Background: an optimization exercise with open tools, aiming at small area, a short achievable clock period and few clock cycles. Do not read the settings as production practice. Where RTL was checked, it was by simulation tests only, not by an equivalence proof against the original. Power is estimated from default activity; no workload was simulated.

// rune512_codec
module rune512_codec #(
    parameter P = 64,    
    parameter S = 59     
) (
    input  wire        clk,
    input  wire        rst,
    input  wire        cmd_valid,
    output wire        cmd_ready,
    input  wire [2:0]  cmd_op,
    input  wire        cmd_pfx,
    input  wire        cmd_emptyok,
    input  wire        in_valid,
    output wire        in_ready,
    input  wire [11:0] in_data,
    output wire        out_valid,
    input  wire        out_ready,
    output wire [9:0]  out_data,
    output wire        done,
    output reg  [3:0]  err,
    output reg         shortsub,
    output wire [15:0] result,
    output wire [7:0]  consumed,
    output wire [7:0]  outlen
);
Size in the first run: roughly 2500 cells after synthesis, about 730 flip-flops, about 73 I/O pins, ~27000 um2 of cells after synthesis.
make LEC_CHECK=0 CAP_MARGIN=20 CORE_MARGIN=2 CORE_UTILIZATION=40 CTS_CLUSTER_DIAMETER=60 CTS_CLUSTER_SIZE=20 PLACE_DENSITY=0.6 SETUP_SLACK_MARGIN=5 SLEW_MARGIN=20 finish   # period 8.0 ns
run.sh (not shown) runs the stock make flow with config.mk's settings and CLKGATE_MAP_FILE= SYNTH_SCRIPT=/design/flow/synth_recipe.tcl, a recipe that flattens the netlist after the stock synthesis.
Testbench counts at the start, summed over its fixed seeds: cycles 11,683.
Edit:
- CTS_CLUSTER_DIAMETER: 60 -> 100
- CTS_CLUSTER_SIZE: 20 -> 30
The new run finished with timing, DRC and antenna clean.
Count of clock-buffer cells in the layout fell by 20.
Non-clock buffer count rose by 9.
Worst setup slack barely changes.
Core utilization drops by 1.0 points.
Cell area drops by about 2.2%.
Total power is lower by 7.5%.
Edit:
- CORE_UTILIZATION: 40 -> 60
- PLACE_DENSITY: 0.6 -> 0.75
=> The new run completed with no timing, DRC or antenna violations; count of clock-buffer cells in the layout drops by 1; setup slack gains 14 ps; clock power drops by about 2%; final cell count drops by 7.9%; global-route usage climbs by 10 points; critical path depth drops by 9.
Edit:
- CORE_UTILIZATION: 60 -> 40
- CTS_CLUSTER_DIAMETER: 100 -> not set
- CTS_CLUSTER_SIZE: 30 -> not set
- PLACE_DENSITY: 0.75 -> 0.6
The new run completed with no timing, DRC or antenna violations.
Setup slack gets worse by 27 ps.
Maximum frequency goes down by 0.90%.
Total power went up by 19%.
Worst hold slack gets better by 9.8 ps.
Clock skew drops by 15 ps.
Synthesized cell count is unchanged.
Synthesized area does not change.
Flip-flop and latch count stays the same.
Register-to-register slack degrades by 50 ps.

* * *

Setup of red:
rune512_codec, a different RTL version from the one above (not shown whole).
Size in the first run: roughly 760 flip-flops.
Design rune512_codec, start of the top module:
module rune512_codec #(
    parameter P = 64,    
    parameter S = 59     
) (
    input  wire        clk,
    input  wire        rst,
    input  wire        cmd_valid,
    output wire        cmd_ready,
    input  wire [2:0]  cmd_op,
    input  wire        cmd_pfx,
    input  wire        cmd_emptyok,
    input  wire        in_valid,
    output wire        in_ready,
    input  wire [11:0] in_data,
    output wire        out_valid,
    input  wire        out_ready,
    output wire [9:0]  out_data,
    output wire        done,
    output reg  [3:0]  err,
    output reg         shortsub,
    output wire [15:0] result,
    output wire [7:0]  consumed,
    output wire [7:0]  outlen
);
clock: 8.0 ns
lec_check: 0
cap_margin: 20
core_margin: 2
core_utilization: 40
place_density: 0.6
slew_margin: 20
Testbench counts of red, summed over its fixed seeds: cycles 11,683.
Changes in blue relative to red:
Settings: putting ABC_CLOCK_PERIOD_IN_PS at 3000 where nothing was set; putting SETUP_SLACK_MARGIN at 5 where nothing was set.
Notes after the runs:
- Comparing red against blue, there is no change at all in number of sequential storage elements.
- Taking red as the reference, in blue total power rose by 4.3%; shortest clock period the worst path allows after layout fell by 1.08 ns.
- Of the two values seen for master of the slowest instance on the critical path, sky130_fd_sc_hd__or4_4 was produced by blue and sky130_fd_sc_hd__edfxtp_1 by red.
The inputs of green differ from those of blue as listed below.
Settings: ABC_CLOCK_PERIOD_IN_PS no longer set, was 3000.
Results
Status: final estimated routing congestion in global placement parity (green, blue). green -> blue: critical path depth flat. From blue to green, design area did not move at all. On area of the core region, green and blue are basically level.

* * *

Another version of the RTL of rune512_codec (not shown whole).
Size: roughly 73 I/O pins, ~28000 µm² of cells after synthesis.
Settings: LEC_CHECK=0, CAP_MARGIN=20, CORE_MARGIN=2, CORE_UTILIZATION=40, CTS_BUF_LIST=sky130_fd_sc_hd__clkbuf_4 sky130_fd_sc_hd__clkbuf_8, PLACE_DENSITY=0.6, SETUP_SLACK_MARGIN=5, SLEW_MARGIN=20; clock period 8.0 ns.
==> next run, changes <==
--- a/flow/config.mk
+++ b/flow/config.mk
@@ -11 +10,0 @@
-export CTS_BUF_LIST = sky130_fd_sc_hd__clkbuf_4 sky130_fd_sc_hd__clkbuf_8
Final area barely changes.
Register-to-register slack barely changes.
Maximum frequency stays flat.
Clock-buffer cell count drops by 87.
Total power climbs slightly.
No run of this note included a check of the RTL's function; only the layout flow was run.

* * *

== the previous run ==
rune512_codec, a different RTL version from the one above (not shown whole).
Size: roughly 2600 cells after synthesis, ~730 flip-flops, ~27000 um^2 of cells after synthesis.
clock: 8.0 ns
lec_check: 0
cap_margin: 20
core_margin: 2
core_utilization: 65
cts_cluster_diameter: 60
cts_cluster_size: 20
place_density: 0.8
setup_slack_margin: 5
slew_margin: 20
The previous run | status: complete | timing, DRC, antenna: pass
Input-level comparison between the current run and the previous run:
# the previous run
export LEC_CHECK = 0
export CAP_MARGIN = 20
export CORE_MARGIN = 2
export CORE_UTILIZATION = 65
export CTS_CLUSTER_DIAMETER = 60
export CTS_CLUSTER_SIZE = 20
export PLACE_DENSITY = 0.8
export SETUP_SLACK_MARGIN = 5
export SLEW_MARGIN = 20
create_clock -name core_clock -period 8.0 [get_ports {clk}]
# the current run
export LEC_CHECK = 0
export CAP_MARGIN = 20
export CORE_MARGIN = 2
export CORE_UTILIZATION = 55
export CTS_CLUSTER_DIAMETER = 60
export CTS_CLUSTER_SIZE = 20
export PLACE_DENSITY = 0.7
export SETUP_SLACK_MARGIN = 5
export SLEW_MARGIN = 20
create_clock -name core_clock -period 8.0 [get_ports {clk}]
==> comparison <==
The current run finished all stages; the layout is clean. In the flow results for the previous run and the current run, the setup slack is larger on the current run. Delta (the current run minus the previous run): first-iteration DRC count went down by 768; proportion of power drawn by combinational gates has decreased; detailed-route wire length per cell decreased by about 4.6% relative to the old numbers. Per the comparison of the current run with the previous run, post-synthesis sequential element count roughly the same; setup slack after placement -0.18 ns; wire length reported by the detailed router now sits lower. The start-to-end type of the worst setup path comes out primary input to flip-flop in one run and flip-flop to flip-flop in the other, namely in the previous run and the current run respectively. The power reported for the current run is greater than that of the previous run by 34 uW.
No functional check of the RTL was part of any run of this note.

* * *

## build 78
Another version of the RTL of rune512_codec (not shown whole).
Size: about 73 I/O pins, roughly 27000 µm² of cells after synthesis.
Design rune512_codec, start of the top module:
module rune512_codec #(
    parameter P = 64,    
    parameter S = 59     
) (
    input  wire        clk,
    input  wire        rst,
    input  wire        cmd_valid,
    output wire        cmd_ready,
    input  wire [2:0]  cmd_op,
    input  wire        cmd_pfx,
    input  wire        cmd_emptyok,
    input  wire        in_valid,
    output wire        in_ready,
    input  wire [11:0] in_data,
    output wire        out_valid,
    input  wire        out_ready,
    output wire [9:0]  out_data,
    output wire        done,
    output reg  [3:0]  err,
    output reg         shortsub,
    output wire [15:0] result,
    output wire [7:0]  consumed,
    output wire [7:0]  outlen
);
export LEC_CHECK = 0
export CAP_MARGIN = 20
export CORE_MARGIN = 2
export CORE_UTILIZATION = 55
export CTS_CLUSTER_DIAMETER = 60
export CTS_CLUSTER_SIZE = 20
export PLACE_DENSITY = 0.7
export SLEW_MARGIN = 20
export TNS_END_PERCENT = 30
create_clock -name core_clock -period 8.0 [get_ports {clk}]
standard.sh (not shown) runs the stock make flow with config.mk's settings and CLKGATE_MAP_FILE= SYNTH_SCRIPT=/design/flow/synth_recipe.tcl, a recipe that flattens the netlist after the stock synthesis.
==> flow/flow/run.sh <==
#!/bin/bash
# The standard layout (the standard.sh) with two changes:
#  - port buffers are sky130_fd_sc_hd__buf_4; by default buffer_ports picks the
#    delay cell clkdlybuf4s50_1, which adds about 0.4 ns to every input and output path;
#  - timing repair aims at a setup slack margin of 5.3 ns.
# Synthesis is the standard one, run unchanged first.
set -euo pipefail
bash standard.sh synth > synth.log 2>&1
bash standard.sh "BUFFER_PORTS_ARGS=-buffer_cell sky130_fd_sc_hd__buf_4" SETUP_SLACK_MARGIN=5.3 finish > layout.log 2>&1
Testbench counts of build 78, summed over its fixed seeds: cycles 11,571.
Changes in build 15 relative to build 78:
# build 78
export LEC_CHECK = 0
export CAP_MARGIN = 20
export CORE_MARGIN = 2
export CORE_UTILIZATION = 55
export CTS_CLUSTER_DIAMETER = 60
export CTS_CLUSTER_SIZE = 20
export PLACE_DENSITY = 0.7
export SLEW_MARGIN = 20
export TNS_END_PERCENT = 30
create_clock -name core_clock -period 8.0 [get_ports {clk}]
# build 15
export LEC_CHECK = 0
export ABC_AREA = 1
export CAP_MARGIN = 20
export CORE_MARGIN = 2
export CORE_UTILIZATION = 55
export CTS_CLUSTER_DIAMETER = 60
export CTS_CLUSTER_SIZE = 20
export PLACE_DENSITY = 0.7
export SLEW_MARGIN = 20
create_clock -name core_clock -period 8.0 [get_ports {clk}]
### Flow results
Largest net degree at the start of global routing grows by a little under 10% when moving from build 78 to build 15.
Going from build 78 to build 15, the sequential-to-total area share from yosys stat was found to have gone down by 2.3 points.
Final area (build 15 vs. build 78) increases by a few percent
Build 15 packs its core more tightly than build 78.
Setup changes, build 15 to build 6
# build 15
export LEC_CHECK = 0
export ABC_AREA = 1
export CAP_MARGIN = 20
export CORE_MARGIN = 2
export CORE_UTILIZATION = 55
export CTS_CLUSTER_DIAMETER = 60
export CTS_CLUSTER_SIZE = 20
export PLACE_DENSITY = 0.7
export SLEW_MARGIN = 20
create_clock -name core_clock -period 8.0 [get_ports {clk}]
# build 6
export LEC_CHECK = 0
export CAP_MARGIN = 20
export CORE_MARGIN = 2
export CORE_UTILIZATION = 55
export CTS_CLUSTER_DIAMETER = 60
export CTS_CLUSTER_SIZE = 20
export PLACE_DENSITY = 0.7
export SETUP_SLACK_MARGIN = 5
export SLEW_MARGIN = 20
create_clock -name core_clock -period 8.0 [get_ports {clk}]
==> flow/run.sh (new file) <==
#!/bin/bash
# synth_recipe.tcl (not shown) runs the flow's synth.tcl, then flattens the netlist and writes it again
# the make line also repeats each setting of config.mk as NAME=value (left out here)
make -C /OpenROAD-flow-scripts/flow DESIGN_CONFIG=/design/flow/config.mk WORK_HOME=/design/flow/orfs CLKGATE_MAP_FILE= SYNTH_SCRIPT=/design/flow/synth_recipe.tcl finish
removed: flow/flow/run.sh
removed: flow/standard.sh
--- outcome ---
Build 6 has completed all stages; timing, DRC and antenna checks passed. Compared build 6 against build 15; clock insertion delay at the later pin of the skew report within noise. Of the two candidates, build 15 has the better setup slack of the critical path after layout and build 6 the worse one. For build 15, the worst setup path startpoint was od[8], unlike build 6, where it was lo[1]. Between build 6 and build 15, the effective utilization at floorplan is lower for build 6.
Inputs modified between build 6 and build 37:
# build 6
export LEC_CHECK = 0
export CAP_MARGIN = 20
export CORE_MARGIN = 2
export CORE_UTILIZATION = 55
export CTS_CLUSTER_DIAMETER = 60
export CTS_CLUSTER_SIZE = 20
export PLACE_DENSITY = 0.7
export SETUP_SLACK_MARGIN = 5
export SLEW_MARGIN = 20
create_clock -name core_clock -period 8.0 [get_ports {clk}]
# build 37
export LEC_CHECK = 0
export CAP_MARGIN = 20
export CORE_MARGIN = 2
export CORE_UTILIZATION = 55
export CTS_CLUSTER_DIAMETER = 60
export CTS_CLUSTER_SIZE = 20
export PLACE_DENSITY = 0.7
export SLEW_MARGIN = 20
create_clock -name core_clock -period 8.0 [get_ports {clk}]
==> flow/flow/run.sh (new file) <==
#!/bin/bash
# The standard layout (the standard.sh) with two changes:
#  - port buffers are sky130_fd_sc_hd__buf_4; by default buffer_ports picks the
#    delay cell clkdlybuf4s50_1, which adds about 0.4 ns to every input and output path;
#  - timing repair aims at a setup slack margin of 5.3 ns.
# Synthesis is the standard one, run unchanged first.
set -euo pipefail
bash standard.sh synth > synth.log 2>&1
bash standard.sh "BUFFER_PORTS_ARGS=-buffer_cell sky130_fd_sc_hd__buf_4" SETUP_SLACK_MARGIN=5.3 finish > layout.log 2>&1
==> flow/standard.sh (new file) <==
#!/bin/bash
# synth_recipe.tcl (not shown) runs the flow's synth.tcl, then flattens the netlist and writes it again
# the make line also repeats each setting of config.mk as NAME=value (left out here)
make -C /OpenROAD-flow-scripts/flow DESIGN_CONFIG=/design/flow/config.mk WORK_HOME=/design/flow/orfs CLKGATE_MAP_FILE= SYNTH_SCRIPT=/design/flow/synth_recipe.tcl "${@:-finish}"
removed: flow/run.sh
--- outcome ---
From build 6 to build 37, simple-gate share of the synthesized area did not move at all. Delta (build 37 minus build 6): worst setup slack +0.13 ns; core occupancy in the finished layout up 1.8 points.

[static timing again, ports no longer ideal]
Ports are ideal in the flow. The routed layouts listed here were re-timed in OpenROAD. Step 1: set_driving_cell puts a clkbuf_16 on clk and a buf_2 on each other input, an assumption about the parent block. Step 2 also shifts input and output timing later by t, the mid clock arrival at the registers, as if the neighbouring blocks saw the same clock. Slacks: ideal / step 1 / step 2; pairs: ideal / step 1.
run	shift t [ns]	slack for setup (ns)	worst hold slack (ns)	worst setup path at the end
the first run of note 1	0.692	4.986 / 4.960 / 4.472	0.339 / 0.339 / 0.339	input to register
the second run of note 1	0.702	4.989 / 4.947 / 4.322	0.330 / 0.330 / 0.330	input to register
the third run of note 1	0.672	5.002 / 4.939 / 4.471	0.329 / 0.329 / 0.329	input to register
the fourth run of note 1	0.682	4.975 / 4.942 / 4.411	0.339 / 0.339 / 0.339	input to register
red	0.675	3.801 / 3.801 / 3.439	0.332 / 0.332 / 0.332	input to register
blue	0.673	4.883 / 4.883 / 4.383	0.331 / 0.331 / 0.331	input to register
green	0.673	4.883 / 4.883 / 4.383	0.331 / 0.331 / 0.331	input to register
the first run of note 3	0.780	4.938 / 4.894 / 4.290	0.327 / 0.327 / 0.327	input to register
the second run of note 3	0.667	4.939 / 4.935 / 4.393	0.343 / 0.343 / 0.343	input to register
the previous run	0.667	4.890 / 4.880 / 4.213	0.339 / 0.339 / 0.339	input to register
the current run	0.671	4.936 / 4.936 / 4.367	0.342 / 0.342 / 0.342	input to register
build 78	0.668	5.098 / 5.038 / 4.549	0.341 / 0.341 / 0.341	input to register
build 15	0.692	5.136 / 5.071 / 4.664	0.333 / 0.333 / 0.333	input to register
build 6	0.690	4.996 / 4.963 / 4.397	0.346 / 0.346 / 0.346	input to register
build 37	0.692	5.131 / 5.067 / 4.578	0.339 / 0.339 / 0.339	input to register
After both steps every run listed still meets setup and hold. The setup slack of the previous run, which loses most, moves by -0.010 ns with the drivers and by -0.677 ns with both steps.
